From an optimization exercise on the open Yosys and OpenROAD flow, aimed at small area, a short achievable clock period and few clock cycles; shortcuts taken in it are not production practice.
RTL that was checked went through simulation tests only; none was proved equivalent to the original.
Function not checked in run 6: the RTL went through the layout flow alone.
No activity file was given, so power comes from the tool's default toggle rates.

--- design/flow/config.mk ---
export PLATFORM = sky130hd
export DESIGN_NAME = pecf_link
export DESIGN_NICKNAME = pecf_link
export VERILOG_FILES = /design/flow/design.v
export SDC_FILE = /design/flow/constraint.sdc
export NUM_CORES = 4
export LEC_CHECK = 0
export CAP_MARGIN = 20
export CORE_MARGIN = 2
export CORE_UTILIZATION = 55
export CTS_BUF_LIST = sky130_fd_sc_hd__clkbuf_8
export SLEW_MARGIN = 20
--- design/flow/constraint.sdc ---
create_clock -name core_clock -period 9.0 [get_ports {clk}]
set_input_delay 1.8000 -clock core_clock [delete_from_list [all_inputs] [get_ports {clk}]]
set_output_delay 1.8000 -clock core_clock [all_outputs]
set_load 0.01 [all_outputs]
--- design/flow/design.v ---
module pecf_table (
    input  wire [7:0]  idx,
    output wire [14:0] entry
);
    wire t8 = idx[2] ^ idx[6];
    wire t9 = idx[1] ^ idx[5];
    wire t10 = idx[0] ^ idx[4];
    wire t11 = idx[3] ^ t8;
    wire t12 = idx[2] ^ t9;
    wire t13 = idx[1] ^ t10;
    wire t14 = idx[3] ^ idx[4];
    wire t15 = idx[6] ^ idx[7];
    wire t16 = idx[5] ^ t11;
    wire t17 = idx[7] ^ t11;
    wire t18 = t13 ^ t17;
    wire t19 = idx[7] ^ t14;
    wire t20 = t12 ^ t19;
    wire t21 = idx[4] ^ t16;
    wire t22 = idx[0] ^ t12;
    wire t23 = idx[7] ^ t10;
    wire t24 = t8 ^ t13;
    wire t25 = idx[5] ^ idx[6];
    wire t26 = t10 ^ t25;
    wire t27 = t9 ^ t15;
    wire t28 = idx[3] ^ t13;
    wire t29 = idx[4] ^ t12;
    wire t30 = t14 ^ t15;
    wire t31 = idx[0] ^ t9;
    wire t32 = t11 ^ t31;
    assign entry[0] = t18;
    assign entry[1] = t20;
    assign entry[2] = t21;
    assign entry[3] = t22;
    assign entry[4] = t23;
    assign entry[5] = t9;
    assign entry[6] = t8;
    assign entry[7] = t24;
    assign entry[8] = t26;
    assign entry[9] = t27;
    assign entry[10] = t28;
    assign entry[11] = t29;
    assign entry[12] = t16;
    assign entry[13] = t30;
    assign entry[14] = t32;
endmodule
module pecf_step (
    input  wire [14:0] rem_in,
    input  wire [7:0]  data,
    output wire [14:0] rem_out
);
    wire [14:0] entry;
    pecf_table u_table (
        .idx   (rem_in[14:7] ^ data),
        .entry (entry)
    );
    assign rem_out = {rem_in[6:0], 8'h00} ^ entry;
endmodule
module pecf_tx (
    input  wire       clk,
    input  wire       rst,
    input  wire       tx_valid,
    input  wire [7:0] tx_data,
    input  wire       tx_last,
    output wire       tx_ready,
    output wire       out_valid,
    output wire [7:0] out_data,
    input  wire       out_ready
);
    localparam [14:0] SEED = 15'h0010;
    reg         pec_hi;      
    reg         pec_lo;      
    reg  [14:0] rem;
    reg         obuf_valid;  
    reg  [7:0]  obuf_data;
    reg         spare_valid;
    reg  [7:0]  spare_data;
    reg         ready;       
    wire        pay   = !(pec_hi || pec_lo);
    wire        f_valid = pay ? tx_valid : 1'b1;
    wire [7:0]  f_data  = pay ? tx_data  : rem[14:7];
    wire        f_take  = f_valid && !spare_valid;
    wire [14:0] rem_next;
    assign tx_ready  = ready;
    assign out_valid = obuf_valid;
    assign out_data  = obuf_data;
    wire obuf_free = !obuf_valid || out_ready;
    pecf_step u_step (
        .rem_in  (rem),
        .data    (f_data),
        .rem_out (rem_next)
    );
    wire pec_hi_d = rst ? 1'b0 : f_take ? (pay && tx_last) : pec_hi;
    wire pec_lo_d = rst ? 1'b0 : f_take ? pec_hi : pec_lo;
    wire spare_d  = rst ? 1'b0 : obuf_free ? 1'b0 : (spare_valid || f_valid);
    always @(posedge clk) begin
        pec_hi      <= pec_hi_d;
        pec_lo      <= pec_lo_d;
        spare_valid <= spare_d;
        ready       <= !(pec_hi_d || pec_lo_d) && !spare_d;
        if (rst)
            rem <= SEED;
        else if (f_take)
            rem <= pec_lo ? SEED : rem_next;
    end
    always @(posedge clk) begin
        if (obuf_free)
            obuf_data <= spare_valid ? spare_data : f_data;
        if (!obuf_free && !spare_valid)
            spare_data <= f_data;
        if (rst)
            obuf_valid <= 1'b0;
        else if (obuf_free)
            obuf_valid <= spare_valid || f_valid;
    end
endmodule
module pecf_rx (
    input  wire        clk,
    input  wire        rst,
    input  wire        rx_start,
    input  wire        rx_valid,
    input  wire [7:0]  rx_data,
    input  wire [22:0] noise_floor_uv,
    output reg         blk_valid,
    output reg  [3:0]  blk_dev,
    output wire [15:0] blk_code0,
    output wire [15:0] blk_code1,
    output wire [15:0] blk_code2,
    output reg         blk_pec_ok,
    output reg         pec_err,
    output wire [22:0] blk_uv0,
    output wire [22:0] blk_uv1,
    output wire [22:0] blk_uv2
);
    localparam [14:0] SEED = 15'h0010;
    reg  [2:0]  pos;         
    reg  [14:0] rem;
    reg         hi_ok;       
    reg  [47:0] payload;     
    reg  [20:0] x_top;           
    reg         x_low;           
    reg         moved;           
    reg  [20:4] x_mid, x_bot;    
    reg         low_mid, low_bot;
    wire [14:0] rem_next;
    pecf_step u_step (
        .rem_in  (rem),
        .data    (rx_data),
        .rem_out (rem_next)
    );
    assign blk_code0  = payload[15:0];
    assign blk_code1  = payload[31:16];
    assign blk_code2  = payload[47:32];
    wire        pec_ok = hi_ok && (rx_data == {rem[6:0], 1'b0});
    wire [22:0] top_uv;
    pecf_scale u_scale (.code(blk_code2), .uv(top_uv));
    wire        top_low   = ({x_top, 2'b00} < noise_floor_uv);
    wire [20:0] x_clamped = x_low ? 21'd0 : x_top;
    function [3:0] x25_low (input [3:0] c);
        x25_low = {c[3] ^ c[0], c[2:0]};
    endfunction
    assign blk_uv0 = {x_bot, low_bot ? 4'd0 : x25_low(blk_code0[3:0]), 2'b00};
    assign blk_uv1 = {x_mid, low_mid ? 4'd0 : x25_low(blk_code1[3:0]), 2'b00};
    assign blk_uv2 = {x_clamped, 2'b00};
    always @(posedge clk) begin
        if (rst || rx_start || (rx_valid && pos == 3'd7))
            rem <= SEED;
        else if (rx_valid && !(pos[2] && pos[1]))
            rem <= rem_next;
        if (rx_valid && !(pos[2] && pos[1]))
            payload <= {rx_data, payload[47:8]};
        if (rx_valid && pos == 3'd6)
            hi_ok <= (rx_data == rem[14:7]);
        if (!pos[0])
            x_top <= top_uv[22:2];
        x_low <= top_low;
        moved <= rx_valid;
        if (moved && (pos == 3'd4 || pos == 3'd6)) begin
            x_mid   <= x_clamped[20:4];
            low_mid <= x_low;
            x_bot   <= x_mid;
            low_bot <= low_mid;
        end
    end
    always @(posedge clk) begin
        blk_valid  <= rx_valid && (pos == 3'd7);
        blk_pec_ok <= pec_ok;
        if (rst || rx_start) begin
            pos     <= 3'd0;
            blk_dev <= 4'd0;
            pec_err <= 1'b0;
        end else begin
            if (rx_valid)
                pos <= pos + 3'd1;
            if (blk_valid)
                blk_dev <= blk_dev + 4'd1;
            if (rx_valid && pos == 3'd7 && !pec_ok)
                pec_err <= 1'b1;
        end
    end
endmodule
module pecf_scale (
    input  wire [15:0] code,
    output wire [22:0] uv
);
    wire [20:0] x25 = ({code, 4'b0} + {code, 3'b0}) + code;
    assign uv = {x25, 2'b00};
endmodule
module pecf_link (
    input  wire        clk,
    input  wire        rst,
    input  wire        tx_valid,
    input  wire [7:0]  tx_data,
    input  wire        tx_last,
    output wire        tx_ready,
    output wire        out_valid,
    output wire [7:0]  out_data,
    input  wire        out_ready,
    input  wire        rx_start,
    input  wire        rx_valid,
    input  wire [7:0]  rx_data,
    input  wire [22:0] noise_floor_uv,
    output wire        blk_valid,
    output wire [3:0]  blk_dev,
    output wire [15:0] blk_code0,
    output wire [15:0] blk_code1,
    output wire [15:0] blk_code2,
    output wire        blk_pec_ok,
    output wire        pec_err,
    output wire [22:0] blk_uv0,
    output wire [22:0] blk_uv1,
    output wire [22:0] blk_uv2
);
    pecf_tx u_tx (
        .clk       (clk),
        .rst       (rst),
        .tx_valid  (tx_valid),
        .tx_data   (tx_data),
        .tx_last   (tx_last),
        .tx_ready  (tx_ready),
        .out_valid (out_valid),
        .out_data  (out_data),
        .out_ready (out_ready)
    );
    pecf_rx u_rx (
        .clk            (clk),
        .rst            (rst),
        .rx_start       (rx_start),
        .rx_valid       (rx_valid),
        .rx_data        (rx_data),
        .noise_floor_uv (noise_floor_uv),
        .blk_valid      (blk_valid),
        .blk_dev        (blk_dev),
        .blk_code0      (blk_code0),
        .blk_code1      (blk_code1),
        .blk_code2      (blk_code2),
        .blk_pec_ok     (blk_pec_ok),
        .pec_err        (pec_err),
        .blk_uv0        (blk_uv0),
        .blk_uv1        (blk_uv1),
        .blk_uv2        (blk_uv2)
    );
endmodule
--- design/flow/flow/run.sh ---
#!/bin/bash
# The standard layout, except that the port buffers are made as the smallest
# buffer cell (buf_1) instead of the resizer's default pick, and the timing
# repair steps aim for 5.75 ns of setup slack instead of 0 (the clock period
# and constraints stay the design's).
set -euo pipefail
cd "$(dirname "$0")/.."
bash standard.sh BUFFER_PORTS_ARGS="-buffer_cell sky130_fd_sc_hd__buf_1" SETUP_SLACK_MARGIN=5.75 MATCH_CELL_FOOTPRINT=0 finish > standard_flow.log 2>&1
--- design/flow/standard.sh ---
#!/bin/bash
# synth_recipe.tcl (not shown) runs the flow's synth.tcl, then flattens the netlist and writes it again
# the make line also repeats each setting of config.mk as NAME=value (left out here)
make -C /OpenROAD-flow-scripts/flow DESIGN_CONFIG=/design/flow/config.mk WORK_HOME=/design/flow/orfs CLKGATE_MAP_FILE= SYNTH_SCRIPT=/design/flow/synth_recipe.tcl "${@:-finish}"
==> results.rst, run 1 <==
.. list-table::
   :header-rows: 1

   * - Metric
     - Value
   * - Fin Setup TNS
     - 0 ns
   * - Proportion of power drawn by combinational gates
     - 33.2%
   * - Number of antenna violations at the first check in global routing
     - 0
   * - Maximum resistive drop on vdd
     - 111 uV
   * - Cell Rows
     - between 40 and 50
   * - Outcome
     - no timing/DRC/antenna violations
   * - Footprint of the flip-flops and latches
     - ~4600 sq um
   * - Clock period minus worst slack
     - ~3.2 ns
   * - Depth of the worst hold-timing path
     - 0
   * - Area of the multi-input gates
     - 3530 sq um
   * - Count of placed standard cells including taps
     - 1016
   * - Cell Int Power
     - approximately 1.6 mW
   * - Vertical die dimension
     - 127 microns
   * - Final cell count without fillers
     - 1060
   * - Worst Setup Start Kind
     - flop
   * - Leakage
     - 3.74 nW
   * - Number of global-route vias before repair
     - 5111
   * - Data required time of the critical path
     - just over 9 ns
   * - Count of synthesis-stage warnings from yosys
     - 2
   * - Critical-path maximum fanout
     - 3
   * - Kind of end point of the critical path
     - flop
   * - Largest net degree at the start of global routing
     - 56
   * - Worst Hold Launch
     - u_rx.x_mid[4]
   * - Synth Instances
     - 671
   * - Core utilization of the finished layout
     - 64.3%
   * - Share of layout cells above drive strength 1
     - 8.49%
   * - Avg Cell Area, Syn
     - 12.5 sq um
   * - Max-slew violation count
     - 0
   * - Max Fclk
     - 0.316 GHz
   * - Max-cap viol count
     - 0
   * - Antenna violation net count after detailed routing
     - 0
   * - Clock buffers created by TritonCTS
     - 17
   * - Count of inserted antenna diode cells
     - 0
   * - Most frequent cells in the layout
     - buf_1, edfxtp_1, xnor2_1
   * - RSZ-0062 raised after global routing
     - yes
   * - Area added between synthesis and finish
     - 15.6%
   * - Layout Skew
     - 0.0101 ns
   * - Clock latency of the later-clocked register in the worst-skew pair
     - 0.46 ns
   * - Seq/Total Area, Yosys
     - 55.0%
   * - Hold-fix buffers, CTS
     - 0
   * - Setup Viol. Count Final
     - 0
   * - H-tree depth
     - 4
   * - Count of unique library cells instantiated by Yosys
     - 56
   * - Post-synth EDFFs
     - roughly 120
   * - Slew at the pin closest to its max-slew limit
     - 1.01 ns
   * - Starting Density
     - between 50% and 60%
   * - Final net count
     - 965
   * - Initial detailed-routing violation count
     - 322
   * - Total gr overflow
     - 0
   * - Clock-pin slew on the worst setup and hold paths
     - around 0.09 ns
   * - HP Class
     - flop to flop
   * - Area enclosed by the die boundary
     - 16200 sq um
   * - Share of power burned in registers
     - 43.8%
   * - WHS Endpoint
     - u_rx.x_bot[4]
   * - Dpl hpwl
     - 13100 microns
   * - Router iterations before antenna repair
     - 4
   * - DRC
     - 0
   * - Horizontal die dimension
     - 127 microns
   * - Switching part of the total
     - between 30% and 40%
   * - Final weighted congestion in routability-driven placement
     - 0.854
   * - Critical setup path kind
     - flop to flop
   * - Clock tree from TritonCTS
     - done
   * - #FFs+latches synth
     - 169
   * - Average wire per standard cell
     - 16.3 microns
   * - Routed via count
     - 5435
   * - Share of synthesized flip-flops with an asynchronous set or reset
     - 0%
   * - Area of the mapped netlist
     - 8370 sq um
   * - Port bufs
     - 173
   * - Wire length of the first global-routing pass
     - roughly 27000 microns
   * - Clk buf depth
     - 2
   * - Reg2Reg Setup Slack
     - 5.83 ns
   * - Post-route clock period utilization
     - 35.2%
   * - Critical path data arrival time
     - 3.37 ns
   * - CORE AREA
     - about 15000 sq um
   * - Number of top-level design ports
     - 180
   * - Filler Cell Count
     - 1232
   * - Final standard cell area without fillers
     - 9670 sq um
   * - Most common cell after layout, fill and taps aside
     - buf_1
   * - Net switching power figure
     - 0.783 mW
   * - Global routing usage summed across all routing layers
     - between 20% and 30%
   * - Total count of hold-check failures in the final report
     - 0
   * - Flip-flop cell with the highest count after synthesis
     - edfxtp_1
   * - Worst relative slew slack
     - 32.5%
   * - Final worst hold slack
     - 0.456 ns
   * - Routed wire length
     - ~17000 microns
   * - Worst r2r path cells
     - 10
   * - R2r startpoint
     - u_rx.payload[33]
   * - Number of sinks on the clock net
     - 169
   * - R2R Path End
     - u_rx.x_top[18]
   * - Power per standard cell area
     - 244 nW/um^2
   * - Routed via count divided by cell count
     - 5.13
   * - Clock tree root buffer cell
     - clkbuf_8
   * - Total cell area at the placement stage
     - 9170 sq um
   * - Portion of total power attributed to the clock network
     - 23.0%
[synthesized netlist by cell type (all sizes together), types with 5 or more instances]
cell type  instances  area [sq um]
dfxtp             47           941
buf               10          72.6
xor2              26           243
a21oi             20           100
fa                13           260
a21o              11          82.6
nor2              53           199
clkbuf            13          48.8
a211oi            13           103
xnor2             70           681
o21ai             21           105
nor3               6          30.0
ha                47           588
edfxtp           122          3660
mux2               8          90.1
nand4              7          43.8
nand2b            10          62.6
or2                5          31.3
mux2i              7          70.1
inv               37           139
nand2             50           188
nor2b             32           200
[registers in the layout (all words and copies together), names as in the netlist, 3 cells and up]
name	cells
u_tx.obuf_data	8
u_rx.x_mid	17
u_rx.payload	48
u_tx.rem	15
u_rx.x_top	21
u_rx.x_bot	17
u_rx.pos	3
u_tx.spare_data	8
u_rx.blk_dev	4
u_rx.rem	15
[power by group through the flow]
| stage | combinational [mW] | clock [mW] | sequential (mW) |
|---|---|---|---|
| 2_1_floorplan | 0.626 | 0 | 1.02 |
| 3_3_place_gp | 0.760 | 0 | 1.05 |
| 3_5_place_dp | 0.775 | 0 | 1.05 |
| 4_1_cts | 0.784 | 0.556 | 1.04 |
| 5_1_grt | 0.877 | 0.586 | 1.05 |
| 6_report | 0.785 | 0.542 | 1.03 |
[cell families after synthesis]
family          share of synthesized area (%)
compound gates                           7.01
xor+xnor                                 12.7
fa+ha+maj                                10.1
buf+inv                                  3.11
flops                                    55.0
mux                                      1.91
other cells                            0.0448
simple gates                             10.0
[metal layers]
| metal | track usage (%) | vias to the layer above | share of wire, % |
|---|---|---|---|
| met5 | 0 | - | 0 |
| met4 | 6.01 | 0 | 1.3 |
| met3 | 4.31 | 19 | 4.8 |
| met2 | 32.7 | 150 | 45 |
| met1 | 32.2 | 2569 | 49 |
| li1 | - | 2697 | - |
[worst max-delay path: stages (launching register included)]
cell and delay (ns):
edfxtp_1 0.45, buf_4 0.17, fa_1 0.56, inv_1 0.07
fa_1 0.44, nand2b_1 0.21, a211oi_1 0.34, o31ai_1 0.16
o21ai_1 0.28, o31ai_2 0.12, xnor2_1 0.13
[metrics by stage]
| step | power [mW] | worst slack, ns |
|---|---|---|
| floorplan | 1.65 | 5.77 |
| global placement | 1.81 | 5.19 |
| detailed placement | 1.83 | 5.06 |
| CTS | 2.38 | 5.76 |
| global route | 2.51 | 5.68 |
| finish | 2.36 | 5.83 |
[layout make-up]
cell class | count | share of cell area [%]
clock buffer | 17 | 2.42
tap | 188 | 2.43
timing repair buffer | 187 | 7.84
clock inverter | 15 | 1.71
multi-input combinational | 447 | 36.5
sequential | 169 | 47.6
inverter | 37 | 1.44
[repair_timing]
action / in CTS / in global routing
endpoints found under the hold margin: 0 / 0
setup endpoints to repair: 37 / 13
buffers inserted: 3 / 9
pin swaps: 0 / 0
gates resized for setup: 2 / 1
[how the worst max path moves through the flow]
stage	from	end	slack, ns	cells past startpoint
2_1_floorplan	rx_valid	u_rx.payload[0]	5.77	3
3_3_place_gp	rx_valid	u_rx.rem[4]	5.19	5
3_5_place_dp	rx_valid	u_rx.rem[11]	5.06	6
4_1_cts	rx_valid	u_rx.rem[11]	5.76	6
5_1_grt	u_rx.payload[33]	u_rx.x_top[18]	5.68	10
6_report	u_rx.payload[33]	u_rx.x_top[18]	5.83	10
Testbench counts, summed over its fixed seeds: cycles 35,024.
==> run 2: changes to the inputs <==
==> design/flow/flow/run.sh (replaced) <==
#!/bin/bash
# The standard layout, except that the port buffers are made as the smallest
# buffer cell (buf_1) instead of the resizer's default pick, and the timing
# repair steps aim for 5.9 ns of setup slack instead of 0 (the clock period
# and constraints stay the design's).
set -euo pipefail
cd "$(dirname "$0")/.."
bash standard.sh BUFFER_PORTS_ARGS="-buffer_cell sky130_fd_sc_hd__buf_1" SETUP_SLACK_MARGIN=5.9 finish > standard_flow.log 2>&1
==> results.rst, run 2 <==
.. list-table::
   :header-rows: 1

   * - Metric
     - Value
   * - Area enclosed by the die boundary
     - 16200 sq um (unchanged)
   * - Area added between synthesis and finish
     - 22.2%
   * - Net switching power figure
     - 0.837 mW (+6.9%)
   * - Leakage
     - 4.07 nW (+8.9%)
   * - Kind of end point of the critical path
     - output port
   * - Data required time of the critical path
     - 7.20 ns (-2.01 ns)
   * - Horizontal die dimension
     - 127 microns (unchanged)
   * - H-tree depth
     - 4 (unchanged)
   * - Initial detailed-routing violation count
     - 202 (-37%)
   * - Number of sinks on the clock net
     - 169 (unchanged)
   * - Final net count
     - 989 (+2.5%)
   * - Slew at the pin closest to its max-slew limit
     - 0.959 ns (-0.0502 ns)
   * - Routed via count
     - 5615 (+3.3%)
   * - Core utilization of the finished layout
     - 68.0% (+3.7 points)
   * - Area of the multi-input gates
     - 3760 sq um (+6.5%)
   * - Critical-path maximum fanout
     - 4 (+1)
   * - Flip-flop cell with the highest count after synthesis
     - edfxtp_1
   * - Cell Int Power
     - 1.68 mW (+6.2%)
   * - Seq/Total Area, Yosys
     - 55.0% (unchanged)
   * - Starting Density
     - 55.7% (unchanged)
   * - Footprint of the flip-flops and latches
     - 4610 sq um (about the same)
   * - Maximum resistive drop on vdd
     - 106 uV (-4.0%)
   * - Final weighted congestion in routability-driven placement
     - 0.893 (+4.6%)
   * - Outcome
     - no timing/DRC/antenna violations
   * - Most common cell after layout, fill and taps aside
     - buf_1
   * - Router iterations before antenna repair
     - 4 (unchanged)
   * - Synth Instances
     - 671 (unchanged)
   * - Clock latency of the later-clocked register in the worst-skew pair
     - 0.46 ns (about the same)
   * - Number of antenna violations at the first check in global routing
     - 0 (unchanged)
   * - Cell Rows
     - 45 (unchanged)
   * - Total gr overflow
     - 0 (unchanged)
   * - HP Class
     - flop to flop
   * - Area fraction of the dominant cell type after synthesis
     - 43.8% (unchanged)
   * - Count of synthesis-stage warnings from yosys
     - 2 (unchanged)
   * - Most frequent cells in the layout
     - buf_1, edfxtp_1, xnor2_1
   * - Clock-pin slew on the worst setup and hold paths
     - 0.09 ns (about the same)
   * - Dpl hpwl
     - 13300 microns (+1.5%)
   * - Worst Setup Start Kind
     - flop
   * - Count of unique library cells instantiated by Yosys
     - 56 (unchanged)
   * - Overall Power
     - 2.51 mW (+6.5%)
   * - Clock tree from TritonCTS
     - done
   * - Layout Skew
     - 0.0129 ns (+0.00280 ns)
   * - Share of power burned in registers
     - 41.2% (-2.6 points)
   * - Top cell types by occurrence after synthesis
     - edfxtp_1, xnor2_1, nor2_1
   * - Max Fclk
     - 0.322 GHz (+1.8%)
   * - Area of the mapped netlist
     - 8370 sq um (unchanged)
   * - Power per standard cell area
     - 246 nW/um^2 (+0.72%)
   * - Library cell with the highest instance count after synthesis
     - edfxtp_1
   * - Count of inserted antenna diode cells
     - 0 (unchanged)
   * - Clock buffers created by TritonCTS
     - 17 (unchanged)
   * - Synth area leaders
     - edfxtp_1, dfxtp_1, ha_1
   * - Number of top-level design ports
     - 180 (unchanged)
   * - Routed wire length
     - 18200 microns (+5.3%)
   * - Vertical die dimension
     - 127 microns (unchanged)
   * - Antenna violation net count after detailed routing
     - 0 (unchanged)
   * - Clock period minus worst slack
     - 3.11 ns (-0.0571 ns)
   * - Critical setup path kind
     - flop to output port
   * - CORE AREA
     - 15000 sq um (unchanged)
   * - Proportion of power drawn by combinational gates
     - 37.4% (+4.2 points)
   * - Post-route clock period utilization
     - 34.6% (-0.63 points)
   * - Post-synth EDFFs
     - 122 (unchanged)
   * - Total count of hold-check failures in the final report
     - 0 (unchanged)
   * - Final worst hold slack
     - 0.449 ns (-0.00716 ns)
   * - Routed via count divided by cell count
     - 5.18 (+1.0%)
   * - Max-cap viol count
     - 0 (unchanged)
   * - Setup Viol. Count Final
     - 0 (unchanged)
   * - Portion of total power attributed to the clock network
     - 21.4% (-1.6 points)
   * - Wire length of the first global-routing pass
     - 27600 microns (+2.2%)
   * - Number of global-route vias before repair
     - 5301 (+3.7%)
   * - Share of layout cells above drive strength 1
     - 17.1% (+8.6 points)
   * - #FFs+latches synth
     - 169 (unchanged)
   * - Port bufs
     - 173 (unchanged)
   * - RSZ-0062 raised after global routing
     - yes
   * - Largest net degree at the start of global routing
     - 74 (+32%)
   * - Worst relative slew slack
     - 35.8% (+3.4 points)
   * - Critical path data arrival time
     - 1.31 ns (-2.06 ns)
   * - Registers with the highest flip-flop counts
     - u_rx.payload (48), u_rx.x_top (21)
   * - Average wire per standard cell
     - 16.8 microns (+2.9%)
   * - Library cell with the largest summed area after synthesis
     - edfxtp_1
   * - Avg Cell Area, Syn
     - 12.5 sq um (unchanged)
   * - Clk buf depth
     - 2 (unchanged)
   * - Global routing usage summed across all routing layers
     - 22.2% (+0.55 points)
   * - DRC
     - 0 (unchanged)
   * - Max FFs per register
     - 48 (unchanged)
   * - Share of synthesized flip-flops with an asynchronous set or reset
     - 0% (unchanged)
   * - Hold-fix buffers, CTS
     - 0 (unchanged)
   * - Clock tree root buffer cell
     - clkbuf_8
   * - Register bank with the most flops
     - u_rx.payload
   * - Fin Setup TNS
     - 0 ns (unchanged)
   * - Switching part of the total
     - 33.3% (+0.13 points)
   * - Filler Cell Count
     - 1181 (-4.1%)
   * - Max-slew violation count
     - 0 (unchanged)
[run 2: cell count changes in the layout (fill, tap and decap cells not counted), moves of 3 or more]
cell,before,now
buf_1,173,150
ha_4,0,3
nor2b_4,0,15
nor2b_1,32,12
buf_4,13,31
buf_2,0,14
nor2b_2,0,5
buf_6,1,10
ha_1,47,44
[run 2: routing by layer]
layer | part of all wire, % | global-route usage [%]
met1 | 46 | 30.8
met2 | 46 | 35.1
met3 | 5.7 | 4.90
met4 | 1.5 | 7.43
met5 | 0 | 0
[run 2: stage by stage]
step | std cells | cell area, sq um | setup WS [ns]
floorplan | 676 | 8420 | 5.90
global placement | 1016 | 9200 | 5.53
detailed placement | 1016 | 9200 | 5.44
CTS | 1060 | 9730 | 5.84
global route | 1084 | 10200 | 5.81
finish | 1084 | 10200 | 5.89
[run 2: worst max-delay path, cell delays in order, from the launching register on]
cell	delay, ns
edfxtp_1	0.53
buf_4	0.21
buf_1	0.12
[run 2: kinds of logic (layout without fill, tap and decap cells)]
| family | Yosys count | after routing | synth area share [%] |
|---|---|---|---|
| buffers and inverters | 60 | 280 | 3.11 |
| other | 1 | 6 | 0.0448 |
| muxes | 15 | 15 | 1.91 |
| and+or+nand+nor | 176 | 176 | 10.0 |
| AOI/OAI and AO/OA | 88 | 88 | 7.01 |
| DFF | 169 | 169 | 55.0 |
| adders and majority gates | 60 | 60 | 10.1 |
| xor gates and xnor gates | 102 | 102 | 12.7 |
[run 2: final cells by class]
type | count | share of cell area (%)
clock inverters | 15 | 1.60
well taps | 188 | 2.30
repair buffers | 211 | 10.6
flip-flops and latches | 169 | 45.1
multi-input cells | 447 | 36.8
clock buffers | 17 | 2.29
inverters | 37 | 1.36
[run 2: path summary, 6_finish.rpt]
check              startpoint              to  slack, ns  cells past startpoint
min reg2reg    u_rx.x_mid[18]  u_rx.x_bot[18]       0.45                      0
min            u_rx.x_mid[18]  u_rx.x_bot[18]       0.45                      0
max reg2reg  u_rx.payload[41]  u_rx.x_top[19]       5.99                      9
max          u_rx.payload[35]    blk_code2[3]       5.89                      2
[run 2: power by group through the flow]
| stage | clock network, mW | registers [mW] | logic [mW] |
|---|---|---|---|
| 6_report | 0.539 | 1.04 | 0.940 |
| 5_1_grt | 0.580 | 1.04 | 1.03 |
| 4_1_cts | 0.552 | 1.04 | 0.813 |
| 3_5_place_dp | 0 | 1.05 | 0.787 |
| 3_3_place_gp | 0 | 1.05 | 0.769 |
| 2_1_floorplan | 0 | 1.02 | 0.628 |
[run 2: what timing repair did]
| item | in CTS | in global routing |
|---|---|---|
| pin swaps | 2 | 4 |
| gates cloned | 0 | 2 |
| buffers inserted | 12 | 22 |
| gates resized for setup | 21 | 81 |
| setup endpoints to repair | 28 | 43 |
==> run 3: changes to the inputs <==
==> design/flow/flow/run.sh (replaced) <==
#!/bin/bash
# The standard layout, except that the port buffers are made as the smallest
# buffer cell (buf_1) instead of the resizer's default pick; the repair steps
# still resize them where timing or slew asks for it.
set -euo pipefail
cd "$(dirname "$0")/.."
bash standard.sh BUFFER_PORTS_ARGS="-buffer_cell sky130_fd_sc_hd__buf_1" finish > standard_flow.log 2>&1
==> results.rst, run 3 <==
.. list-table::
   :header-rows: 1

   * - Metric
     - Value
   * - Reg2Reg Setup Slack
     - 5.68 ns (-0.31 ns)
   * - Largest net degree at the start of global routing
     - 63 (-15%)
   * - Initial detailed-routing violation count
     - 271 (+34%)
   * - Leakage
     - 3.68 nW (-9.6%)
   * - Area of the mapped netlist
     - 8370 sq um (unchanged)
   * - Kind of end point of the critical path
     - output port
   * - #FFs+latches synth
     - 169 (unchanged)
   * - CP max stage delay
     - 0.81 ns (+0.28 ns)
   * - Flip-flop cell with the highest count after synthesis
     - edfxtp_1
   * - Data required time of the critical path
     - 7.20 ns (about the same)
   * - Power per standard cell area
     - 246 nW/um^2 (about the same)
   * - Top cell types by occurrence after synthesis
     - edfxtp_1, xnor2_1, nor2_1
   * - Library cell with the largest summed area after synthesis
     - edfxtp_1
   * - Worst setup startpoint
     - u_rx.x_low
   * - Worst relative slew slack
     - 36.9% (+1.0 points)
   * - Number of antenna violations at the first check in global routing
     - 0 (unchanged)
   * - Clock buffers created by TritonCTS
     - 17 (unchanged)
   * - Net switching power figure
     - 0.783 mW (-6.4%)
   * - Number of top-level design ports
     - 180 (unchanged)
   * - Setup Viol. Count Final
     - 0 (unchanged)
   * - Setup crit end
     - blk_uv2[11]
   * - Area added between synthesis and finish
     - 14.4%
   * - Portion of total power attributed to the clock network
     - 22.8% (+1.4 points)
   * - Clock-pin slew on the worst setup and hold paths
     - 0.09 ns (about the same)
   * - H-tree depth
     - 4 (unchanged)
   * - Register bank with the most flops
     - u_rx.payload
   * - Port bufs
     - 173 (unchanged)
   * - Count of synthesis-stage warnings from yosys
     - 2 (unchanged)
   * - Proportion of power drawn by combinational gates
     - 33.2% (-4.2 points)
   * - Share of power burned in registers
     - 44.0% (+2.8 points)
   * - Max-cap viol count
     - 0 (unchanged)
   * - Antenna violation net count after detailed routing
     - 0 (unchanged)
   * - Max Fclk
     - 0.293 GHz (-9.0%)
   * - Number of sinks on the clock net
     - 169 (unchanged)
   * - Clk buf depth
     - 2 (unchanged)
   * - Routed wire length
     - 16900 microns (-7.4%)
   * - Share of layout cells above drive strength 1
     - 7.09% (-10 points)
   * - Resized cells post-CTS
     - 0 (-100%)
   * - Global routing usage summed across all routing layers
     - 21.2% (-1.0 points)
   * - DRC
     - 0 (unchanged)
   * - Pre-CTS WS
     - 5.32 ns (-0.116 ns)
   * - Synth area leaders
     - edfxtp_1, dfxtp_1, ha_1
   * - Total gr overflow
     - 0 (unchanged)
   * - Clock latency of the later-clocked register in the worst-skew pair
     - 0.46 ns (about the same)
   * - Router iterations before antenna repair
     - 4 (unchanged)
   * - R2R Path End
     - u_rx.x_top[18]
   * - Dpl hpwl
     - 12900 microns (-2.8%)
   * - Final net count
     - 953 (-3.6%)
   * - Synth Instances
     - 671 (unchanged)
   * - Registers with the highest flip-flop counts
     - u_rx.payload (48), u_rx.x_top (21)
   * - Worst Setup Start Kind
     - flop
   * - Routed via count divided by cell count
     - 5.18 (about the same)
   * - Setup slack after layout
     - 5.58 ns (-0.307 ns)
   * - Starting Density
     - 55.7% (unchanged)
   * - Share of synthesized flip-flops with an asynchronous set or reset
     - 0% (unchanged)
   * - Cell with the biggest individual delay on the critical path
     - dfxtp_1
   * - Horizontal die dimension
     - 127 microns (unchanged)
   * - Post-synth EDFFs
     - 122 (unchanged)
   * - Total count of hold-check failures in the final report
     - 0 (unchanged)
   * - Post-route clock period utilization
     - 38.0% (+3.4 points)
   * - Layout Skew
     - 0.00992 ns (-0.00297 ns)
   * - Seq/Total Area, Yosys
     - 55.0% (unchanged)
   * - Count of unique library cells instantiated by Yosys
     - 56 (unchanged)
   * - Routed via count
     - 5431 (-3.3%)
   * - Series of cell instances along the critical path
     - nor2b_1 > buf_1
   * - HP Class
     - flop to flop
   * - Wire length of the first global-routing pass
     - 26400 microns (-4.3%)
   * - Vertical die dimension
     - 127 microns (unchanged)
   * - RSZ-0062 raised after global routing
     - no
   * - Max FFs per register
     - 48 (unchanged)
   * - Cell Int Power
     - 1.57 mW (-6.2%)
   * - Count of inserted antenna diode cells
     - 0 (unchanged)
   * - Most frequent cells in the layout
     - buf_1, edfxtp_1, xnor2_1
   * - Library cell with the highest instance count after synthesis
     - edfxtp_1
   * - Outcome
     - no timing/DRC/antenna violations
   * - Most common cell after layout, fill and taps aside
     - buf_1
   * - Final weighted congestion in routability-driven placement
     - 0.856 (-4.2%)
   * - Worst r2r path cells
     - 12 (+3)
   * - Hold-fix buffers, CTS
     - 0 (unchanged)
   * - Critical setup path kind
     - flop to output port
   * - Slew at the pin closest to its max-slew limit
     - 0.943 ns (-0.0156 ns)
   * - Cell Rows
     - 45 (unchanged)
   * - Clock period minus worst slack
     - 3.42 ns (+0.307 ns)
   * - Maximum resistive drop on vdd
     - 108 uV (+2.1%)
   * - Area fraction of the dominant cell type after synthesis
     - 43.8% (unchanged)
   * - Avg Cell Area, Syn
     - 12.5 sq um (unchanged)
   * - Depth of the worst hold-timing path
     - 0 (unchanged)
   * - Average wire per standard cell
     - 16.1 microns (-4.2%)
   * - Clock tree from TritonCTS
     - done
   * - Area enclosed by the die boundary
     - 16200 sq um (unchanged)
   * - Fin Setup TNS
     - 0 ns (unchanged)
   * - Max-slew violation count
     - 0 (unchanged)
   * - Critical-path maximum fanout
     - 22 (+18)
   * - Post-CTS setup buffer count
     - 0 (-12)
   * - Clock tree root buffer cell
     - clkbuf_8
   * - Number of global-route vias before repair
     - 5058 (-4.6%)
   * - Switching part of the total
     - 33.2% (-0.053 points)
   * - R2r startpoint
     - u_rx.payload[32]
   * - CORE AREA
     - 15000 sq um (unchanged)
   * - Filler Cell Count
     - 1208 (+2.3%)
   * - Critical path data arrival time
     - 1.62 ns (+0.31 ns)
run 3: per-layer routing:
metal / routed length (microns) / global-route usage (%)
met5: 0 / 0
met4: 238 / 6.59
met3: 835 / 5.32
met2: 7560 / 32.0
met1: 8230 / 30.5
run 3: per-stage QoR:
step	hold WS (ns)	power, mW	utilization (%)	cell area (sq um)	cells
5_1_grt	0.470	2.51	63.7	9570	1048
2_1_floorplan	0.437	1.65	-	8390	676
3_5_place_dp	0.434	1.83	61.0	9170	1016
6_report	0.452	2.36	63.7	9570	1048
3_3_place_gp	0.429	1.82	61.0	9170	1016
4_1_cts	0.455	2.37	63.7	9570	1048
run 3: power groups by stage:
stage          combinational (mW)  clock, mW  sequential (mW)
3_3_place_gp                0.764          0             1.05
4_1_cts                     0.784      0.553             1.04
2_1_floorplan               0.625          0             1.02
5_1_grt                     0.875      0.584             1.05
6_report                    0.781      0.538             1.04
3_5_place_dp                0.778          0             1.05
run 3: worst min-delay path by stage:
stage,start,to,slack (ns)
final,u_rx.payload[29],u_rx.payload[21],0.45
after global routing,u_rx.x_mid[17],u_rx.x_bot[17],0.47
after CTS,u_rx.x_mid[17],u_rx.x_bot[17],0.46
after detailed placement,u_rx.x_mid[10],u_rx.x_bot[10],0.43
after global placement,u_rx.x_mid[10],u_rx.x_bot[10],0.43
after floorplan,u_tx.rem[0],u_tx.rem[0],0.44
run 3: kinds of logic after synthesis:
kind of cell               after synthesis  share of synthesized area (%)
and+or+nand+nor                        176                           10.0
DFF                                    169                           55.0
xor gates and xnor gates               102                           12.7
AOI/OAI and AO/OA                       88                           7.01
adders and majority gates               60                           10.1
buffers and inverters                   60                           3.11
muxes                                   15                           1.91
other                                    1                         0.0448
run 3: layout make-up:
type                       instances  area [sq um]  area share (%)
sequential                       169          4600            48.1
clock inverter                    15           166            1.74
multi-input combinational        447          3530            36.9
inverter                          37           139            1.45
timing repair buffer             175           664            6.94
clock buffer                      17           234            2.44
tap                              188           235            2.46
run 3: critical path, delay by kind of cell (launching register included):
family / cells / cell delay [ns]
flip-flops: 1 / 0.81
buffers and inverters: 1 / 0.18
AND/OR/NAND/NOR: 1 / 0.17
==> run 4: changes to the inputs <==
--- a/design/flow/design.v
+++ b/design/flow/design.v
@@ -140,3 +140,2 @@
     reg         x_low;           
-    reg         moved;           
     reg  [20:4] x_mid, x_bot;    
@@ -172,7 +171,6 @@
             hi_ok <= (rx_data == rem[14:7]);
-        if (!pos[0])
+        if (rx_valid && !pos[0])
             x_top <= top_uv[22:2];
         x_low <= top_low;
-        moved <= rx_valid;
-        if (moved && (pos == 3'd4 || pos == 3'd6)) begin
+        if (rx_valid && (pos == 3'd4 || pos == 3'd6)) begin
             x_mid   <= x_clamped[20:4];
==> design/flow/flow/run.sh (replaced) <==
#!/bin/bash
# The standard layout, except that the port buffers are made as the smallest
# buffer cell (buf_1) instead of the resizer's default pick, and the timing
# repair steps aim for 5.75 ns of setup slack instead of 0 (the clock period
# and constraints stay the design's).
set -euo pipefail
cd "$(dirname "$0")/.."
bash standard.sh BUFFER_PORTS_ARGS="-buffer_cell sky130_fd_sc_hd__buf_1" SETUP_SLACK_MARGIN=5.75 finish > standard_flow.log 2>&1
--- a/design/flow/config.mk
+++ b/design/flow/config.mk
@@ -9,3 +9,3 @@
 export CORE_MARGIN = 2
-export CORE_UTILIZATION = 55
+export CORE_UTILIZATION = 65
 export CTS_BUF_LIST = sky130_fd_sc_hd__clkbuf_8
==> results.rst, run 4 <==
.. list-table::
   :header-rows: 1

   * - Metric
     - Value
   * - Register bank with the most flops
     - u_rx.payload
   * - Total gr overflow
     - 0 (unchanged)
   * - Net switching power figure
     - 0.671 mW (-14%)
   * - Data required time of the critical path
     - 9.38 ns (+2.18 ns)
   * - CORE AREA
     - 12700 sq um (-16%)
   * - Worst setup startpoint
     - rx_data[0]
   * - RSZ-0062 raised after global routing
     - no
   * - Synth area leaders
     - edfxtp_1, dfxtp_1, ha_1
   * - Hold-fix buffers, CTS
     - 0 (unchanged)
   * - Count of unique library cells instantiated by Yosys
     - 60 (+7.1%)
   * - Max FFs per register
     - 48 (unchanged)
   * - Port bufs
     - 173 (unchanged)
   * - Number of global-route vias before repair
     - 5666 (+12%)
   * - Power per standard cell area
     - 227 nW/um^2 (-7.8%)
   * - DRC
     - 0 (unchanged)
   * - Switching part of the total
     - 30.4% (-2.8 points)
   * - Slew at the pin closest to its max-slew limit
     - 0.984 ns (+0.0409 ns)
   * - Share of layout cells above drive strength 1
     - 7.61% (+0.52 points)
   * - Number of sinks on the clock net
     - 168 (-0.59%)
   * - Layout Skew
     - 0.0149 ns (+0.00500 ns)
   * - Setup slack after layout
     - 5.81 ns (+0.227 ns)
   * - Library cell with the largest summed area after synthesis
     - edfxtp_1
   * - Average wire per standard cell
     - 16.4 microns (+2.0%)
   * - Routed via count divided by cell count
     - 5.53 (+6.7%)
   * - Largest net degree at the start of global routing
     - 68 (+7.9%)
   * - Clk buf depth
     - 2 (unchanged)
   * - Clock-pin slew on the worst setup and hold paths
     - 0.08 ns (about the same)
   * - Wire length of the first global-routing pass
     - 27600 microns (+4.3%)
   * - Share of synthesized flip-flops with an asynchronous set or reset
     - 0% (unchanged)
   * - Library cell with the highest instance count after synthesis
     - edfxtp_1
   * - Starting Density
     - 66.9% (+11 points)
   * - Critical path data arrival time
     - 3.57 ns (+1.95 ns)
   * - Critical-path maximum fanout
     - 4 (-82%)
   * - Setup Viol. Count Final
     - 0 (unchanged)
   * - Worst Hold Launch
     - u_rx.payload[13]
   * - Cell with the biggest individual delay on the critical path
     - xnor3_1
   * - Area enclosed by the die boundary
     - 14000 sq um (-14%)
   * - #FFs+latches synth
     - 168 (-0.59%)
   * - Max-cap viol count
     - 0 (unchanged)
   * - Filler Cell Count
     - 837 (-31%)
   * - Routed wire length
     - 17300 microns (+2.4%)
   * - Initial detailed-routing violation count
     - 296 (+9.2%)
   * - Maximum resistive drop on vdd
     - 182 uV (+68%)
   * - CP max stage delay
     - 0.58 ns (-0.23 ns)
   * - Number of antenna violations at the first check in global routing
     - 0 (unchanged)
   * - Flip-flop cell with the highest count after synthesis
     - edfxtp_1
   * - Clock tree from TritonCTS
     - done
   * - Antenna violation net count after detailed routing
     - 0 (unchanged)
   * - Final weighted congestion in routability-driven placement
     - 0.876 (+2.3%)
   * - Vertical die dimension
     - 118 microns (-7.2%)
   * - Clock period minus worst slack
     - 3.19 ns (-0.227 ns)
   * - Worst relative slew slack
     - 34.1% (-2.8 points)
   * - Area fraction of the dominant cell type after synthesis
     - 43.2% (-0.56 points)
   * - Max Fclk
     - 0.313 GHz (+7.1%)
   * - Fin Setup TNS
     - 0 ns (unchanged)
   * - Clock latency of the later-clocked register in the worst-skew pair
     - 0.46 ns (about the same)
   * - Share of power burned in registers
     - 44.1% (about the same)
   * - Post-route clock period utilization
     - 35.4% (-2.5 points)
   * - Critical setup path kind
     - input port to flop
   * - Dpl hpwl
     - 13000 microns (+0.65%)
   * - Synth Instances
     - 694 (+3.4%)
   * - Portion of total power attributed to the clock network
     - 26.3% (+3.5 points)
   * - R2r startpoint
     - u_rx.payload[33]
   * - Registers with the highest flip-flop counts
     - u_rx.payload (48), u_rx.x_top (21)
   * - Kind of end point of the critical path
     - flop
   * - Router iterations before antenna repair
     - 4 (unchanged)
   * - Leakage
     - 3.77 nW (+2.6%)
   * - Count of synthesis-stage warnings from yosys
     - 2 (unchanged)
   * - Series of cell instances along the critical path
     - buf_1 > xor2_1 > xnor3_1 > xnor2_1 > or3_1 > a21oi_1
   * - Proportion of power drawn by combinational gates
     - 29.6% (-3.6 points)
   * - Outcome
     - no timing/DRC/antenna violations
   * - Most frequent cells in the layout
     - buf_1, edfxtp_1, xnor2_1
   * - Most common cell after layout, fill and taps aside
     - buf_1
   * - Area of the mapped netlist
     - 8470 sq um (+1.3%)
   * - Post-synth EDFFs
     - 122 (unchanged)
   * - Area added between synthesis and finish
     - 14.6%
   * - Worst Setup Start Kind
     - input port
   * - Horizontal die dimension
     - 118 microns (-7.2%)
   * - Clock buffers created by TritonCTS
     - 17 (unchanged)
   * - Global routing usage summed across all routing layers
     - 25.1% (+3.9 points)
   * - Seq/Total Area, Yosys
     - 54.1% (-0.94 points)
   * - Routed via count
     - 5817 (+7.1%)
   * - HP Class
     - flop to flop
   * - Number of top-level design ports
     - 180 (unchanged)
   * - Cell Int Power
     - 1.53 mW (-2.6%)
   * - Top cell types by occurrence after synthesis
     - edfxtp_1, xnor2_1, nand2_1
   * - Clock tree root buffer cell
     - clkbuf_8
   * - Avg Cell Area, Syn
     - 12.2 sq um (-2.1%)
   * - Count of inserted antenna diode cells
     - 0 (unchanged)
   * - Max-slew violation count
     - 0 (unchanged)
   * - Cell Rows
     - 41 (-8.9%)
   * - Total count of hold-check failures in the final report
     - 0 (unchanged)
   * - Final net count
     - 974 (+2.2%)
   * - H-tree depth
     - 4 (unchanged)
   * - Pre-CTS WS
     - 5.14 ns (-0.180 ns)
## run 4: changes by cell type after synthesis, moves of 6 or more
cell | previous run | this run
nor2_1 | 53 | 42
a211oi_1 | 12 | 5
o21ai_1 | 13 | 0
nand2_1 | 50 | 58
o21ai_0 | 8 | 25
xor2_1 | 24 | 16
inv_1 | 37 | 43
## run 4: worst paths after layout
path | end | slack [ns] | cells past startpoint
worst min register to register | u_rx.payload[5] | 0.45 | 0
worst max-delay path | u_rx.rem[10] | 5.81 | 6
worst max register to register | u_rx.x_top[19] | 5.82 | 8
worst min-delay path | u_rx.payload[5] | 0.45 | 0
## run 4: critical path, delay by kind of cell
| family | cells | cell delay (ns) |
|---|---|---|
| AND/OR/NAND/NOR | 1 | 0.31 |
| AO/OA/AOI/OAI | 1 | 0.19 |
| buffers and inverters | 1 | 0.15 |
| XOR/XNOR | 3 | 1.12 |
## run 4: metrics by stage
stage | util [%] | hold slack [ns] | power [mW] | instances | cell area (sq um)
6_report | 76.7 | 0.450 | 2.20 | 1052 | 9720
3_5_place_dp | 72.9 | 0.433 | 1.63 | 1017 | 9230
2_1_floorplan | - | 0.427 | 1.49 | 699 | 8510
4_1_cts | 76.3 | 0.453 | 2.21 | 1048 | 9670
3_3_place_gp | 72.9 | 0.429 | 1.60 | 1017 | 9230
5_1_grt | 76.7 | 0.459 | 2.32 | 1052 | 9720
## run 4: area by class of cell
type	instances	area, sq um	area share (%)
inverters	43	164	1.69
flip-flops and latches	168	4590	47.2
clock inverters	14	196	2.02
repair buffers	177	679	6.99
multi-input cells	461	3640	37.5
well taps	172	215	2.22
clock buffers	17	234	2.41
## run 4: kinds of logic (layout without fill, tap and decap cells)
| logic type | count (synthesis) | after routing | share of synthesized area (%) |
|---|---|---|---|
| buffers and inverters | 70 | 251 | 3.51 |
| xor gates and xnor gates | 92 | 92 | 11.5 |
| other | 1 | 6 | 0.0443 |
| AOI/OAI and AO/OA | 99 | 99 | 7.83 |
| DFF | 168 | 168 | 54.1 |
| and+or+nand+nor | 189 | 189 | 11.1 |
| muxes | 15 | 15 | 1.89 |
| adders and majority gates | 60 | 60 | 10.0 |
## run 4: per-layer routing
layer  GRT usage (%)  part of all wire (%)
met5               0                     0
met4            9.79                   2.3
met3            5.26                   5.4
met2            44.5                    52
met1            30.0                    41
## run 4: what timing repair did
item | CTS | global route
buffers inserted | 0 | 4
resized for setup | 2 | 2
endpoints found under the hold margin | 0 | 0
pin swaps | 0 | 2
endpoints found under the setup margin | 80 | 5
cloned | 0 | 0
## run 4: power groups by stage
stage / Clock [mW] / Combinational [mW] / Sequential, mW
global placement: 0 / 0.617 / 0.984
floorplan: 0 / 0.513 / 0.976
detailed placement: 0 / 0.640 / 0.989
CTS: 0.592 / 0.645 / 0.972
finish: 0.579 / 0.652 / 0.972
global route: 0.621 / 0.719 / 0.980
Testbench counts of run 4, summed over its fixed seeds: cycles 35,024.
==> run 5: changes to the inputs <==
--- a/design/flow/config.mk
+++ b/design/flow/config.mk
@@ -9,3 +9,3 @@
 export CORE_MARGIN = 2
-export CORE_UTILIZATION = 65
+export CORE_UTILIZATION = 55
 export CTS_BUF_LIST = sky130_fd_sc_hd__clkbuf_8
==> results.rst, run 5 <==
.. list-table::
   :header-rows: 1

   * - Metric
     - Value
   * - Clock-pin slew on the worst setup and hold paths
     - 0.09 ns (about the same)
   * - Starting Density
     - 56.0% (-11 points)
   * - Layer carrying the most global-route usage
     - met2
   * - Most frequent cells in the layout
     - buf_1, edfxtp_1, xnor2_1
   * - Number of global-route vias before repair
     - 5621 (-0.79%)
   * - Data required time of the critical path
     - 7.20 ns (-2.18 ns)
   * - Vertical die dimension
     - 128 microns (+8.4%)
   * - Number of top-level design ports
     - 180 (unchanged)
   * - Flip-flop cell with the highest count after synthesis
     - edfxtp_1
   * - Fin Setup TNS
     - 0 ns (unchanged)
   * - Max-cap viol count
     - 0 (unchanged)
   * - RSZ-0062 raised after global routing
     - no
   * - Antenna violation net count after detailed routing
     - 0 (unchanged)
   * - Dpl hpwl
     - 12700 microns (-2.1%)
   * - Clock latency of the later-clocked register in the worst-skew pair
     - 0.46 ns (about the same)
   * - Power per standard cell area
     - 219 nW/um^2 (-3.2%)
   * - Register bank with the most flops
     - u_rx.payload
   * - Registers with the highest flip-flop counts
     - u_rx.payload (48), u_rx.x_top (21)
   * - Area added between synthesis and finish
     - 14.1%
   * - Clk buf depth
     - 2 (unchanged)
   * - Worst relative slew slack
     - 34.1% (+0.050 points)
   * - Share of layout cells above drive strength 1
     - 6.93% (-0.68 points)
   * - Reg2Reg Setup Slack
     - 5.94 ns (+0.12 ns)
   * - Setup slack after layout
     - 5.89 ns (+0.0820 ns)
   * - Met1 demand-to-capacity share in global routing
     - 27.1% (-2.9 points)
   * - Clock tree from TritonCTS
     - done
   * - Cell Rows
     - 45 (+9.8%)
   * - Fraction of met3 tracks used by global routing
     - 4.42% (-0.84 points)
   * - Clock period minus worst slack
     - 3.11 ns (-0.0820 ns)
   * - Count of inserted antenna diode cells
     - 0 (unchanged)
   * - Fraction of the mapped netlist area in simple logic gates
     - 11.1% (unchanged)
   * - Post-route clock period utilization
     - 34.5% (-0.91 points)
   * - Share of synthesized flip-flops with an asynchronous set or reset
     - 0% (unchanged)
   * - Slew at the pin closest to its max-slew limit
     - 0.983 ns (-0.000753 ns)
   * - Avg Cell Area, Syn
     - 12.2 sq um (unchanged)
   * - Routed via count divided by cell count
     - 5.34 (-3.4%)
   * - Max Fclk
     - 0.322 GHz (+2.6%)
   * - Total cell area at the placement stage
     - 9270 sq um (+0.46%)
   * - Adder and majority cell fraction of the synthesized area
     - 10.0% (unchanged)
   * - Core utilization of the finished layout
     - 63.8% (-13 points)
   * - Largest net degree at the start of global routing
     - 53 (-22%)
   * - Clock buffers created by TritonCTS
     - 17 (unchanged)
   * - Count of placed standard cells including taps
     - 1036 (+1.9%)
   * - Net switching power figure
     - 0.675 mW (+0.58%)
   * - Final cell count without fillers
     - 1068 (+1.5%)
   * - Count of unique library cells instantiated by Yosys
     - 60 (unchanged)
   * - Outcome
     - no timing/DRC/antenna violations
   * - Final net count
     - 973 (-0.10%)
   * - Synth Instances
     - 694 (unchanged)
   * - Switching part of the total
     - 31.8% (+1.4 points)
   * - Xor and xnor fraction of the mapped netlist area
     - 11.5% (unchanged)
   * - Critical setup path kind
     - flop to output port
   * - Combinational family with the most area after synthesis
     - XOR/XNOR gates
   * - Routed via count
     - 5703 (-2.0%)
   * - Leakage
     - 3.73 nW (-1.2%)
   * - Worst setup startpoint
     - u_rx.x_low
   * - Max FFs per register
     - 48 (unchanged)
   * - Pre-CTS WS
     - 5.30 ns (+0.154 ns)
   * - Most common cell after layout, fill and taps aside
     - buf_1
   * - #FFs+latches synth
     - 168 (unchanged)
   * - Share of synthesized area spent on multiplexers
     - 1.89% (unchanged)
   * - Library cell with the largest summed area after synthesis
     - edfxtp_1
   * - Router iterations before antenna repair
     - 4 (unchanged)
   * - Cell Int Power
     - 1.45 mW (-5.6%)
   * - Critical-path maximum fanout
     - 22 (+18)
   * - Portion of total power attributed to the clock network
     - 23.4% (-2.9 points)
   * - Area of the mapped netlist
     - 8470 sq um (unchanged)
   * - Final weighted congestion in routability-driven placement
     - 0.875 (-0.15%)
   * - Horizontal die dimension
     - 128 microns (+8.4%)
   * - Total count of hold-check failures in the final report
     - 0 (unchanged)
   * - H-tree depth
     - 4 (unchanged)
   * - Number of sinks on the clock net
     - 168 (unchanged)
   * - Max-slew violation count
     - 0 (unchanged)
   * - Setup Viol. Count Final
     - 0 (unchanged)
   * - DRC
     - 0 (unchanged)
   * - Top cell types by occurrence after synthesis
     - edfxtp_1, xnor2_1, nand2_1
   * - Library cell with the highest instance count after synthesis
     - edfxtp_1
   * - Worst Hold Launch
     - u_rx.payload[15]
   * - Hold-fix buffers, CTS
     - 0 (unchanged)
   * - Global routing usage summed across all routing layers
     - 21.6% (-3.5 points)
   * - Share of power burned in registers
     - 45.9% (+1.8 points)
   * - Area fraction of the dominant cell type after synthesis
     - 43.2% (unchanged)
   * - Clock tree root buffer cell
     - clkbuf_8
   * - Synthesized-area fraction occupied by ao, oa, aoi and oai cells
     - 7.83% (unchanged)
   * - Kind of end point of the critical path
     - output port
   * - Worst Setup Start Kind
     - flop
   * - Total gr overflow
     - 0 (unchanged)
   * - Port bufs
     - 173 (unchanged)
   * - Seq/Total Area, Yosys
     - 54.1% (unchanged)
   * - Filler Cell Count
     - 1256 (+50%)
   * - Final worst hold slack
     - 0.450 ns (+0.0000140 ns)
   * - Wire length of the first global-routing pass
     - 27600 microns (about the same)
   * - R2r startpoint
     - u_rx.payload[32]
   * - GR met2 Demand/Resource
     - 36.5% (-8.0 points)
   * - Count of synthesis-stage warnings from yosys
     - 2 (unchanged)
   * - CORE AREA
     - 15100 sq um (+20%)
   * - Overall Power
     - 2.12 mW (-3.7%)
   * - Maximum resistive drop on vdd
     - 199 uV (+9.8%)
   * - Post-synth EDFFs
     - 122 (unchanged)
   * - Number of antenna violations at the first check in global routing
     - 0 (unchanged)
   * - Average wire per standard cell
     - 15.8 microns (-3.9%)
   * - Synth area leaders
     - edfxtp_1, dfxtp_1, ha_1
   * - Layout Skew
     - 0.0137 ns (-0.00125 ns)
   * - HP Class
     - flop to flop
   * - Area enclosed by the die boundary
     - 16400 sq um (+18%)
   * - Initial detailed-routing violation count
     - 272 (-8.1%)
   * - Routed wire length
     - 16800 microns (-2.4%)
   * - Final standard cell area without fillers
     - 9670 sq um (-0.52%)
   * - Proportion of power drawn by combinational gates
     - 30.7% (+1.1 points)
   * - Critical path data arrival time
     - 1.31 ns (-2.26 ns)
[run 5: cell families after synthesis]
| logic type | count (synthesis) |
|---|---|
| flops | 168 |
| xor+xnor | 92 |
| compound gates | 99 |
| fa+ha+maj | 60 |
| mux | 15 |
| simple gates | 189 |
| other cells | 1 |
| buf+inv | 70 |
[run 5: power by group through the flow]
stage               combinational [mW]  clock [mW]  sequential (mW)
finish                           0.652       0.496            0.973
global route                     0.724       0.542            0.983
CTS                              0.647       0.510            0.974
detailed placement               0.641           0            0.990
global placement                 0.624           0            0.987
floorplan                        0.513           0            0.976
[run 5: worst paths after layout]
check / cells past startpoint / end
worst min register to register: 0 / u_rx.payload[7]
worst max-delay path: 2 / blk_uv2[14]
worst max register to register: 11 / u_rx.x_top[20]
worst min-delay path: 0 / u_rx.payload[7]
[run 5: final cells by class]
class	count	area [sq um]	area share, %
clock inverters	15	126	1.31
repair buffers	176	679	7.03
flip-flops and latches	168	4590	47.4
multi-input cells	461	3640	37.7
well taps	188	235	2.43
inverters	43	161	1.67
clock buffers	17	234	2.42
[run 5: metal layers]
layer / vias to the layer above / part of all wire [%]
met4: 0 / 2.8
met3: 35 / 4.5
met2: 166 / 49
met1: 2721 / 44
met5: - / 0
li1: 2781 / -
[run 5: worst max-delay path: stages, from the launching register on]
cell and delay, ns:
dfxtp_2 0.44, nor2b_1 0.22, buf_1 0.19
[run 5: repair_timing]
item | 4_1_cts | 5_1_grt
buffers inserted | 0 | 0
endpoints found under the setup margin | 21 | 57
endpoints found under the hold margin | 0 | 0
gates resized for setup | 1 | 5
==> run 6: changes to the inputs <==
--- a/design/flow/design.v
+++ b/design/flow/design.v
@@ -102,3 +102,3 @@
         else if (f_take)
-            rem <= pec_lo ? SEED : rem_next;
+            rem <= rem_next | (pec_lo ? SEED : 15'd0);
     end
==> results.rst, run 6 <==
.. list-table::
   :header-rows: 1

   * - Metric
     - Value
   * - Most frequent cells in the layout
     - buf_1, edfxtp_1, xnor2_1
   * - Leakage
     - 3.64 nW (-2.2%)
   * - Synth area leaders
     - edfxtp_1, dfxtp_1, xnor2_1
   * - Average wire per standard cell
     - 15.5 microns (-1.4%)
   * - Cell Rows
     - 45 (unchanged)
   * - Synth Instances
     - 686 (-1.2%)
   * - Hold-fix buffers, CTS
     - 0 (unchanged)
   * - Area fraction of the dominant cell type after synthesis
     - 43.8% (+0.61 points)
   * - Setup slack after layout
     - 5.84 ns (-0.0480 ns)
   * - Library cell with the largest summed area after synthesis
     - edfxtp_1
   * - Post-synth EDFFs
     - 122 (unchanged)
   * - HP Class
     - flop to flop
   * - Max Fclk
     - 0.317 GHz (-1.5%)
   * - Cell with the biggest individual delay on the critical path
     - dfxtp_2
   * - Kind of end point of the critical path
     - output port
   * - Number of antenna violations at the first check in global routing
     - 0 (unchanged)
   * - Worst Setup Start Kind
     - flop
   * - Critical-path maximum fanout
     - 22 (unchanged)
   * - Clock tree root buffer cell
     - clkbuf_8
   * - Global routing usage summed across all routing layers
     - 20.5% (-1.1 points)
   * - Vertical die dimension
     - 127 microns (-0.68%)
   * - RSZ-0062 raised after global routing
     - no
   * - CORE AREA
     - 15000 sq um (-0.74%)
   * - Top cell types by occurrence after synthesis
     - edfxtp_1, xnor2_1, nor2_1
   * - Slew at the pin closest to its max-slew limit
     - 0.990 ns (+0.00647 ns)
   * - Number of top-level design ports
     - 180 (unchanged)
   * - Maximum resistive drop on vdd
     - 127 uV (-36%)
   * - Worst relative slew slack
     - 34.0% (-0.13 points)
   * - Horizontal die dimension
     - 127 microns (-0.68%)
   * - Clk buf depth
     - 2 (unchanged)
   * - Critical setup path kind
     - flop to output port
   * - Final cell count without fillers
     - 1066 (-0.19%)
   * - Library cell with the highest instance count after synthesis
     - edfxtp_1
   * - H-tree depth
     - 4 (unchanged)
   * - Total count of hold-check failures in the final report
     - 0 (unchanged)
   * - Max-cap viol count
     - 0 (unchanged)
   * - Setup Viol. Count Final
     - 0 (unchanged)
   * - Starting Density
     - 55.6% (-0.36 points)
   * - Clock latency of the later-clocked register in the worst-skew pair
     - 0.46 ns (about the same)
   * - Area added between synthesis and finish
     - 15.5%
   * - Critical path data arrival time
     - 1.36 ns (+0.05 ns)
   * - Port bufs
     - 173 (unchanged)
   * - Initial detailed-routing violation count
     - 256 (-5.9%)
   * - Router iterations before antenna repair
     - 4 (unchanged)
   * - Count of inserted antenna diode cells
     - 0 (unchanged)
   * - Register bank with the most flops
     - u_rx.payload
   * - Clock buffers created by TritonCTS
     - 17 (unchanged)
   * - Data required time of the critical path
     - 7.20 ns (about the same)
   * - Count of synthesis-stage warnings from yosys
     - 2 (unchanged)
   * - Routed wire length
     - 16600 microns (-1.6%)
   * - Final net count
     - 971 (-0.21%)
   * - Max-slew violation count
     - 0 (unchanged)
   * - Count of placed standard cells including taps
     - 1031 (-0.48%)
   * - Outcome
     - no timing/DRC/antenna violations
   * - Power per standard cell area
     - 252 nW/um^2 (+15%)
   * - Largest net degree at the start of global routing
     - 74 (+40%)
   * - Series of cell instances along the critical path
     - nor2b_1 > buf_1
   * - Layout Skew
     - 0.0126 ns (-0.00103 ns)
   * - Routed via count divided by cell count
     - 5.24 (-1.9%)
   * - Share of layout cells above drive strength 1
     - 7.40% (+0.47 points)
   * - Count of unique library cells instantiated by Yosys
     - 50 (-17%)
   * - Flip-flop cell with the highest count after synthesis
     - edfxtp_1
   * - Filler Cell Count
     - 1260 (+0.32%)
   * - Avg Cell Area, Syn
     - 12.2 sq um (-0.24%)
   * - Fin Setup TNS
     - 0 ns (unchanged)
   * - Total gr overflow
     - 0 (unchanged)
   * - Area of the mapped netlist
     - 8360 sq um (-1.4%)
   * - Max FFs per register
     - 48 (unchanged)
   * - Dpl hpwl
     - 12300 microns (-3.2%)
   * - Clock-pin slew on the worst setup and hold paths
     - 0.09 ns (about the same)
   * - #FFs+latches synth
     - 168 (unchanged)
   * - Share of synthesized flip-flops with an asynchronous set or reset
     - 0% (unchanged)
   * - Wire length of the first global-routing pass
     - 25900 microns (-6.1%)
   * - Pre-CTS WS
     - 5.38 ns (+0.0808 ns)
   * - Clock period minus worst slack
     - 3.16 ns (+0.0480 ns)
   * - Seq/Total Area, Yosys
     - 54.9% (+0.76 points)
   * - Clock tree from TritonCTS
     - done
   * - Number of global-route vias before repair
     - 5236 (-6.8%)
   * - Antenna violation net count after detailed routing
     - 0 (unchanged)
   * - Most common cell after layout, fill and taps aside
     - buf_1
   * - Final weighted congestion in routability-driven placement
     - 0.840 (-4.0%)
   * - Area enclosed by the die boundary
     - 16200 sq um (-1.3%)
   * - DRC
     - 0 (unchanged)
   * - Registers with the highest flip-flop counts
     - u_rx.payload (48), u_rx.x_top (21)
   * - Routed via count
     - 5583 (-2.1%)
   * - Number of sinks on the clock net
     - 168 (unchanged)
   * - CP max stage delay
     - 0.61 ns (+0.17 ns)
   * - Final worst hold slack
     - 0.455 ns (+0.00460 ns)
   * - Post-route clock period utilization
     - 35.1% (+0.53 points)
==> run 6: changes by cell type after synthesis, sizes merged, moves of 5 or more <==
cell and change:
mux2i +6, xnor2 +16, a211oi +7, a21oi +5
nand2 -12, o21ai -10, inv -5, nand3b +6
nor2 +15, xnor3 -5
==> run 6: through the flow <==
stage               area (sq um)  util, %  total power [mW]
CTS                         9610     63.9              2.45
global route                9650     64.2              2.58
floorplan                   8400        -              1.69
global placement            9180     61.1              1.84
finish                      9650     64.2              2.43
detailed placement          9180     61.1              1.86
==> run 6: where the power goes <==
group	internal (mW)	switching, mW
clock network	0.304	0.285
logic	0.405	0.432
registers	0.934	0.0743
total	1.64	0.791
==> run 6: cell families (layout without fill, tap and decap cells) <==
group	Yosys count	in the layout	synth area share, %
other	1	6	0.0449
buffers and inverters	62	249	3.19
and+or+nand+nor	185	185	10.8
DFF	168	168	54.9
adders and majority gates	60	60	10.2
muxes	21	21	2.64
xor gates and xnor gates	103	103	11.9
AOI/OAI and AO/OA	86	86	6.50
==> run 6: per-layer routing <==
layer	global-route usage (%)	share of wire, %	vias up
met3	3.60	3.8	16
met2	33.4	48	150
met4	6.46	1.1	0
li1	-	-	2731
met1	28.1	47	2686
met5	0	0	-
==> run 6: path summary, 6_finish.rpt <==
check / start / to / slack, ns / depth (start not counted)
max: u_rx.x_low / blk_uv2[7] / 5.84 / 2
min: u_rx.x_mid[10] / u_rx.x_bot[10] / 0.45 / 0
max reg2reg: u_rx.payload[40] / u_rx.x_top[16] / 5.90 / 7
min reg2reg: u_rx.x_mid[10] / u_rx.x_bot[10] / 0.45 / 0
==> run 6: layout make-up <==
| type | instances | area, sq um | area share (%) |
|---|---|---|---|
| inverter | 38 | 143 | 1.48 |
| sequential | 168 | 4590 | 47.5 |
| clock inverter | 15 | 198 | 2.05 |
| multi-input combinational | 461 | 3560 | 36.9 |
| clock buffer | 17 | 234 | 2.42 |
| tap | 188 | 235 | 2.44 |
| timing repair buffer | 179 | 694 | 7.19 |
==> run 6: critical path, delay by kind of cell (launching register included) <==
family	cells	cell delay, ns
DFF	1	0.61
and+or+nand+nor	1	0.13
buffers and inverters	1	0.15
==> run 6: timing repair <==
action                                  CTS  global route
pin swaps                                 0             0
cloned                                    0             0
resized for setup                         1             3
endpoints found under the hold margin     0             0
endpoints found under the setup margin   21            11
buffers inserted                          0             3

port drivers added, routing unchanged:
The results above use ideal ports. As a check the final layouts listed here were re-extracted and re-timed, cells and wires unchanged. Step 1, drivers: a clkbuf_16 drives clk and a buf_2 each remaining input, both assumed. Step 2 times the ports against the registers' clock, not the clock port: input delays grow and output delays shrink by t, the midpoint of the rising clock arrivals with the driver on. Slacks: ideal / step 1 / step 2; pairs: ideal / step 1.
run | t, ns | slack for setup (ns) | hold slack, ns | worst register clock-pin slew, ns
run 1 | 0.490 | 5.833 / 5.809 / 5.438 | 0.456 / 0.456 / 0.456 | 0.09 / 0.09
run 2 | 0.488 | 5.890 / 5.854 / 5.570 | 0.449 / 0.449 / 0.449 | 0.09 / 0.09
run 3 | 0.491 | 5.583 / 5.549 / 5.264 | 0.452 / 0.452 / 0.452 | 0.09 / 0.09
run 4 | 0.493 | 5.810 / 5.788 / 5.334 | 0.450 / 0.450 / 0.450 | 0.09 / 0.09
run 5 | 0.488 | 5.892 / 5.856 / 5.424 | 0.450 / 0.450 / 0.450 | 0.09 / 0.09
run 6 | 0.488 | 5.844 / 5.807 / 5.409 | 0.455 / 0.455 / 0.455 | 0.10 / 0.10
After both steps setup and hold are still met in every run listed. The setup slack of run 4, which loses most, moves by -0.022 ns with the drivers and by -0.476 ns with both steps.
